From an optimization exercise on the open Yosys and OpenROAD flow, aimed at small area, a short achievable clock period and few clock cycles; shortcuts taken in it are not production practice. Function was checked by simulation only, so behaviour that the tests miss may differ from the original. No activity file was given, so power comes from the tool's default toggle rates.

Setup of v31:
## feistel_engine
module feistel_engine (
    input  wire        clk,
    input  wire        rst,         
    input  wire        cmd_valid,
    input  wire [71:0] cmd,
    output wire        cmd_ready,
    output wire [63:0] blk,
    output wire [7:0]  status
);
For scale: about 2,700 cells after synthesis.
export LEC_CHECK = 0
export ABC_AREA = 1
export CAP_MARGIN = 20
export CORE_MARGIN = 2
export CORE_UTILIZATION = 50
export SETUP_SLACK_MARGIN = 2.5
export SLEW_MARGIN = 20
create_clock -name core_clock -period 5.5 [get_ports {clk}]
standard.sh (not shown) runs the stock make flow with config.mk's settings and CLKGATE_MAP_FILE= SYNTH_SCRIPT=/design/flow/synth_recipe.tcl, a recipe that flattens the netlist after the stock synthesis.
==> flow/flow/run.sh <==
#!/bin/bash
export BUFFER_PORTS_ARGS="-buffer_cell sky130_fd_sc_hd__buf_2"
bash standard.sh > standard_flow.log 2>&1
v31 was carried through to the last stage, and its layout satisfied the timing, design-rule and antenna checks.
Testbench counts of v31, summed over its fixed seeds: cycles 26,762.
[inputs] v38 vs v31
==> flow/flow/run.sh <==
#!/bin/bash
export BUFFER_PORTS_ARGS="-buffer_cell sky130_fd_sc_hd__buf_4"
bash standard.sh > standard_flow.log 2>&1
diff --git a/flow/config.mk b/flow/config.mk
--- a/flow/config.mk
+++ b/flow/config.mk
@@ -8 +7,0 @@
-export ABC_AREA = 1
@@ -11 +10 @@
-export CORE_UTILIZATION = 50
+export CORE_UTILIZATION = 40
==> results.txt <==
Looking at the reports, v38 completed the entire flow and the layout it produced met the timing, design-rule and antenna checks.
Between v38 and v31, number of gates on the worst path with buffers counted is lower for v38, v31 comes in above that.
Final critical-path setup slack | v38 below v31
Compared with v31, highest attainable clock frequency in v38 decreased slightly.
diff inputs: v38 => v9
==> flow/flow/run.sh <==
#!/bin/bash
export BUFFER_PORTS_ARGS="-buffer_cell sky130_fd_sc_hd__buf_2"
bash standard.sh > standard_flow.log 2>&1
diff --git a/flow/config.mk b/flow/config.mk
--- a/flow/config.mk
+++ b/flow/config.mk
@@ -7,0 +8 @@
+export ABC_AREA = 1
## What came out
- v9 completed end to end with timing, DRC and antenna clean.
- Complex-gate fraction of the synthesized area, v9 and v38: higher on v38
- v9 vs. v38: synthesized cell count went up 24%; minimum setup slack after placement went up 0.11 ns; hold slack went down 0.030 ns; fraction of the yosys area taken by sequential cells went up 0.78 points; die area went down about 4%.
- In v9, the area of the mapped netlist came out 4.3% below the value in v38.
- Compared with v38, v9 shows final design area excluding fillers lower by 3.5%.
- Going from v38 to v9, routed wire length moved up; well-tap cell count moved down; post-layout worst setup margin moved up.
#### Input delta (v29 over v9)
diff --git a/flow/config.mk b/flow/config.mk
--- a/flow/config.mk
+++ b/flow/config.mk
@@ -11,0 +12 @@
+export PLACE_DENSITY = 0.8
--- outcome ---
| post-placement cell count | v9 vs v29 | ≈ equal |. Summary of v29 over v9: post-route standard cell area excluding fillers now smaller, number of detailed-route iterations in the first pass went up by 3, slack of the critical path -0.087 ns. Comparing v29 and v9, the higher final routed wirelength across all metal layers is on v9. Time the worst path needs with I/O delays and setup: v29 and v9 compared, higher one is v29. On power share of the combinational group, the higher figure sits with v9, not v29. | met2 track demand over resource | v29 vs v9 | 9.5 points lower |.
Input changes introduced in v39 (baseline for comparison: v29):
==> flow/flow/run.sh <==
#!/bin/bash
export BUFFER_PORTS_ARGS="-buffer_cell sky130_fd_sc_hd__buf_4"
bash standard.sh > standard_flow.log 2>&1
diff --git a/flow/config.mk b/flow/config.mk
--- a/flow/config.mk
+++ b/flow/config.mk
@@ -12 +11,0 @@
-export PLACE_DENSITY = 0.8
## What came out
Side by side, final period demand of the worst path turned out lower in v39 than in v29. Highest net fanout along the worst path: v39 vs v29 down 3. Count of buffers not belonging to the clock network in the layout (v29 / v39): 0.921. Between v29 and v39, the combined flip-flop and latch cell area figures differ only marginally. Wire: v39 routes more than v29.
Changes in v13 relative to v39:
==> flow/flow/run.sh <==
#!/bin/bash
export BUFFER_PORTS_ARGS="-buffer_cell sky130_fd_sc_hd__buf_2"
bash standard.sh > standard_flow.log 2>&1
diff --git a/flow/config.mk b/flow/config.mk
--- a/flow/config.mk
+++ b/flow/config.mk
@@ -12 +12 @@
-export SETUP_SLACK_MARGIN = 2.5
+export SETUP_SLACK_MARGIN = 2.25
==> results.txt <==
- Per the comparison of v13 with v39, synthesized area per cell did not really move, combinational power share went down, register fraction of the total cell area went up.
- Relative contribution of sequential cells to total power for v13: 0.6 points up relative to v39
- Clock share of power: lower on v39
- [compare] base=v39 new=v13: final core utilization has decreased, slack of the critical path decreased by 0.23 ns relative to the old numbers, slew at the pin with the worst max-slew slack -0.0085 ns.
- Comparing v13 against v39, there is no change at all in count of pins on the block boundary.

==> separate check: timing with driven ports <==
Ports are ideal in the flow. The routed layouts listed here were re-timed in OpenROAD.
Step 1, drivers: a clkbuf_16 drives clk and a buf_2 each remaining input, both assumed.
Step 2 moves the port delays by t, midway between the first and last clock arrival at a register: inputs arrive t later, outputs are due t later. That takes back most of the time a late clock gives input paths.
Slacks: ideal ports / drivers / drivers and shift; pairs: ideal ports / drivers.
run	t, ns	setup WS [ns]	hold slack, ns	worst setup path at the end
v31	0.521	2.363 / 2.363 / 1.973	0.517 / 0.517 / 0.517	input to register
v38	0.495	2.337 / 2.351 / 1.856	0.525 / 0.525 / 0.525	input to register
v9	0.544	2.495 / 2.495 / 2.065	0.495 / 0.495 / 0.495	input to register
v29	0.520	2.408 / 2.416 / 1.919	0.495 / 0.495 / 0.495	input to register
v39	0.536	2.424 / 2.424 / 2.015	0.502 / 0.502 / 0.502	input to register
v13	0.542	2.197 / 2.229 / 1.689	0.497 / 0.497 / 0.497	input to register
After both steps every run listed still meets setup and hold. The setup slack of v13, which loses most, moves by +0.032 ns with the drivers and by -0.508 ns with both steps.
